Context: an optimization exercise on an open-source flow, tuned for small area, a short achievable clock period and few clock cycles per item. The choices shown serve that exercise and are no tape-out recipe. Function was checked by simulation only, so behaviour that the tests miss may differ from the original. No activity file was given, so power comes from the tool's default toggle rates.

Setup of run A:
Design rgb_ir_block, start of the top module:
module rgb_ir_block (
    input  wire        clk,
    input  wire        rst,           
    input  wire        op_valid,
    output wire        op_ready,
    input  wire [31:0] op_word,
    output reg         res_valid,     
    output reg  [7:0]  res_data,
    output wire        ir_valid,      
    output wire        ir_repeat,
    output wire [15:0] ir_addr,
    output wire [7:0]  ir_cmd,
    output wire [9:0]  duty_r,        
    output wire [9:0]  duty_g,
    output wire [9:0]  duty_b,
    output wire [2:0]  ch_en,
    output wire        gen_run,
    output wire        frame_ready,
    output reg         refused
);
Size in the first run: about 2400 cells after synthesis, roughly 290 flip-flops, ~0.017 mm² of cells after synthesis.
make LEC_CHECK=0 ABC_AREA=1 CAP_MARGIN=20 CORE_MARGIN=2 CORE_UTILIZATION=40 SETUP_SLACK_MARGIN=3.6 SLEW_MARGIN=20 SYNTH_MEMORY_MAX_BITS=65536 finish   # period 6.5 ns
run.sh (not shown) runs the stock make flow with config.mk's settings and CLKGATE_MAP_FILE= SYNTH_SCRIPT=/design/flow/synth_recipe.tcl, a recipe that flattens the netlist after the stock synthesis.
Testbench counts of run A, summed over its fixed seeds: cycles 167,566, ops 160,000.
Setup changes, run A to run B
Settings: putting TNS_END_PERCENT at 30 where nothing was set; swapping 3.6 for 4.0 in SETUP_SLACK_MARGIN.
==> flow/flow/run.sh (new file) <==
#!/bin/bash
# The standard layout, except that the port buffers that buffer_ports
# inserts are plain buf_2 cells rather than the delay cells it picks by
# default. make's full output goes to standard.log; ORFS keeps each tool's
# log under orfs/logs/.
set -euo pipefail
export BUFFER_PORTS_ARGS="-buffer_cell sky130_fd_sc_hd__buf_2"
bash standard.sh > standard.log 2>&1
==> flow/standard.sh (new file) <==
#!/bin/bash
# synth_recipe.tcl (not shown) runs the flow's synth.tcl, then flattens the netlist and writes it again
# the make line also repeats each setting of config.mk as NAME=value (left out here)
make -C /OpenROAD-flow-scripts/flow DESIGN_CONFIG=/design/flow/config.mk WORK_HOME=/design/flow/orfs CLKGATE_MAP_FILE= SYNTH_SCRIPT=/design/flow/synth_recipe.tcl "${@:-finish}"
removed: flow/run.sh
[summary]
- Path type of the worst setup path: input pin to flop -> run B, flop to flop -> run A
- Summary of run B over run A: first-pass GRT wire length higher, clock transition at the registers of the reported paths roughly the same.
- The floorplan die area on run A is in line with that on run B.
- Run B — growth of design area from synthesis to finish 4.4 points higher, run A as reference
- Relative contribution of the clock network to total power: run A and run B compared, lower one is run A
- Run B consumes more power than run A does.
The following lists how run C was set up differently from run B:
Settings: a change of TNS_END_PERCENT from 30 to 0; a change of CORE_UTILIZATION from 40 to 60.
==> flow/run.sh (new file) <==
#!/bin/bash
# synth_recipe.tcl (not shown) runs the flow's synth.tcl, then flattens the netlist and writes it again
# the make line also repeats each setting of config.mk as NAME=value (left out here)
make -C /OpenROAD-flow-scripts/flow DESIGN_CONFIG=/design/flow/config.mk WORK_HOME=/design/flow/orfs CLKGATE_MAP_FILE= SYNTH_SCRIPT=/design/flow/synth_recipe.tcl finish
removed: flow/flow/run.sh
removed: flow/standard.sh
[summary]
Looking at worst hold slack across both flows, run C is the stronger of the two, with run B trailing.
Sort run B and run C by total global routing track utilization, descending, and run C comes first.
Final RePlAce weighted congestion in run C is 6.5% higher than in run B
#### Input delta (run D over run C)
Settings: TNS_END_PERCENT now 100, was 0; CORE_UTILIZATION now 40, was 60.
==> flow/flow/run.sh (new file) <==
#!/bin/bash
# The standard layout, except that the port buffers that buffer_ports
# inserts are plain buf_2 cells rather than the delay cells it picks by
# default. make's full output goes to standard.log; ORFS keeps each tool's
# log under orfs/logs/.
set -euo pipefail
export BUFFER_PORTS_ARGS="-buffer_cell sky130_fd_sc_hd__buf_2"
bash standard.sh > standard.log 2>&1
==> flow/standard.sh (new file) <==
#!/bin/bash
# synth_recipe.tcl (not shown) runs the flow's synth.tcl, then flattens the netlist and writes it again
# the make line also repeats each setting of config.mk as NAME=value (left out here)
make -C /OpenROAD-flow-scripts/flow DESIGN_CONFIG=/design/flow/config.mk WORK_HOME=/design/flow/orfs CLKGATE_MAP_FILE= SYNTH_SCRIPT=/design/flow/synth_recipe.tcl "${@:-finish}"
removed: flow/run.sh
[summary]
Global routing usage on met1 in run D is 11 points lower than in run C. Run D: done, clean on timing, DRC and antenna. On run D: die area is 49% higher than what run C gave. Delta (run D minus run C): core utilization fell 22 points, worst setup slack rose 0.26 ns, sequential share of layout area fell 1.4 points, total power rose 0.00013 W, period utilization fell 3.9 points. NOTE: cell area after layout in run D exceeds that of run C. Comparing run D and run C, height of the die is lower on run C. Taking run C as the reference point, the clock network fraction of total power of run D falls by 1.7 points.
The inputs of run E differ from those of run D as listed below.
==> flow/flow/run.sh <==
#!/bin/bash
# The standard layout, except that the port buffers that buffer_ports
# inserts are plain buf_1 cells rather than the delay cells it picks by
# default. make's full output goes to standard.log; ORFS keeps each tool's
# log under orfs/logs/.
set -euo pipefail
export BUFFER_PORTS_ARGS="-buffer_cell sky130_fd_sc_hd__buf_1"
bash standard.sh > standard.log 2>&1
Notes after the runs:
Master of the slowest instance on the critical path = dfxtp_2: run D; master of the slowest instance on the critical path = nand2_4: run E
Of run E and run D, it is run E that has the higher utilization after layout.
Looking at source of the critical timing path, the op_word[18] result is from run E; the u_out.p0[4]$_SDFFE_PP0P_ one comes from run D.
Compared run E vs run D, and proportion of power drawn by the clock network is up in run E.
Run D has a lower fraction of area in multi-input gates than run E.
Run comparison: run E type of the worst setup path input pin to flop; run D type of the worst setup path flop to flop
Run D → run E: number of global-route vias before repair increased 247; data-path buffer share of cell area in the final layout increased 0.36 points; net switching power increased about 2.8%.
Higher signed area change from the synthesized netlist to the final layout among run D and run E: run E
What run F does differently from run E at the input level:
Settings: TNS_END_PERCENT: 100 -> 0.
==> flow/flow/run.sh <==
#!/bin/bash
# The standard layout, except that the port buffers that buffer_ports
# inserts are plain buf_2 cells rather than the delay cells it picks by
# default. make's full output goes to standard.log; ORFS keeps each tool's
# log under orfs/logs/.
set -euo pipefail
export BUFFER_PORTS_ARGS="-buffer_cell sky130_fd_sc_hd__buf_2"
bash standard.sh > standard.log 2>&1
--- outcome ---
Sort run F and run E by worst hold slack asc -> top: run F
[diff] static leakage, run F relative to run E: improvement
Changes observed in run F relative to run E: power in the clock group level; post-route minimum period picked up an extra 0.027 ns; sequential share of layout area went up 2.3 points; clock-cell share of area saw an increase; met2 track utilization from global routing saw little to no change.
Max power across run F and run E: run E
Relative to run E, detailed placer's ending HPWL has gone up in run F.

* * *

Starting RTL as in the previous note.
==> flow/design.v (excerpt) <==
module rgb_ir_block (
    input  wire        clk,
    input  wire        rst,           
    input  wire        op_valid,
    output wire        op_ready,
    input  wire [31:0] op_word,
    output reg         res_valid,     
    output reg  [7:0]  res_data,
    output wire        ir_valid,      
    output wire        ir_repeat,
    output wire [15:0] ir_addr,
    output wire [7:0]  ir_cmd,
    output wire [9:0]  duty_r,        
    output wire [9:0]  duty_g,
    output wire [9:0]  duty_b,
    output wire [2:0]  ch_en,
    output wire        gen_run,
    output wire        frame_ready,
    output reg         refused
);
    wire [3:0] op      = op_word[31:28];
    wire       z27_17  = (op_word[27:17] == 11'd0);
    wire       z16     = !op_word[16];
    wire       z15_8   = (op_word[15:8] == 8'd0);
    wire       z7_0    = (op_word[7:0] == 8'd0);
    wire       z27_8   = z27_17 && z16 && z15_8;
  ...
==> flow/config.mk <==
export PLATFORM = sky130hd
export DESIGN_NAME = rgb_ir_block
export DESIGN_NICKNAME = rgb_ir_block
export VERILOG_FILES = /design/flow/design.v
export SDC_FILE = /design/flow/constraint.sdc
export NUM_CORES = 4
export LEC_CHECK = 0
export ABC_AREA = 1
export CAP_MARGIN = 20
export CORE_MARGIN = 2
export CORE_UTILIZATION = 40
export SETUP_SLACK_MARGIN = 3.9
export SLEW_MARGIN = 20
export SYNTH_MEMORY_MAX_BITS = 65536
export TNS_END_PERCENT = 100
==> flow/constraint.sdc <==
create_clock -name core_clock -period 6.5 [get_ports {clk}]
set_input_delay 1.3000 -clock core_clock [delete_from_list [all_inputs] [get_ports {clk}]]
set_output_delay 1.3000 -clock core_clock [all_outputs]
set_load 0.01 [all_outputs]
standard.sh (not shown) runs the stock make flow with config.mk's settings and CLKGATE_MAP_FILE= SYNTH_SCRIPT=/design/flow/synth_recipe.tcl, a recipe that flattens the netlist after the stock synthesis.
==> flow/flow/run.sh <==
#!/bin/bash
# The standard layout, except that the port buffers that buffer_ports
# inserts are plain buf_2 cells rather than the delay cells it picks by
# default. make's full output goes to standard.log; ORFS keeps each tool's
# log under orfs/logs/.
set -euo pipefail
export BUFFER_PORTS_ARGS="-buffer_cell sky130_fd_sc_hd__buf_2"
bash standard.sh > standard.log 2>&1
Testbench counts at the start, summed over its fixed seeds: cycles 167,566, ops 160,000.
Next try:
Settings changed: SETUP_SLACK_MARGIN 3.9 to 4.2.
What happened: The new run finished clean; worst setup slack is worse by 0.086 ns; hold slack barely changes; routed wire length is higher by 5.5%; maximum frequency is lower by 3.2%; total power is higher by 0.72%; clock skew is lower by 0.021 ns; sequential cell count stays the same; non-clock buffer count is higher by 51; register-to-register slack is better by 0.14 ns; die area is unchanged; utilization is higher by 4.4 points.

[separate check: timing with driven ports]
In the flow no input, the clock included, has a driving cell. The finished layouts below were timed again as built, in two steps. Step 1 assumes that a clkbuf_16 drives the clock port and a buf_2 every other input. Step 2 adds t to the input delays and takes it off the output delays; t is the mean of the earliest and latest rising clock arrival at the registers after step 1. Input paths then give back, and output paths get back, about the clock's delay inside the block. Slacks: ideal / step 1 / step 2; pairs: ideal / step 1.
run	t (ns)	setup slack, ns	pins driven straight from the clock port
run A	0.602	3.542 / 3.542 / 3.058	1
run B	0.631	3.811 / 3.824 / 3.193	1
run C	0.605	3.673 / 3.620 / 3.123	1
run D	0.621	3.928 / 3.928 / 3.341	1
run E	0.578	3.786 / 3.789 / 3.215	1
run F	0.585	3.759 / 3.759 / 3.260	1
the first run of note 2	0.585	3.899 / 3.857 / 3.272	1
the second run of note 2	0.609	3.814 / 3.819 / 3.210	1
After both steps setup and hold are still met in every run listed. The setup slack of the first run of note 2, which loses most, moves by -0.042 ns with the drivers and by -0.627 ns with both steps.
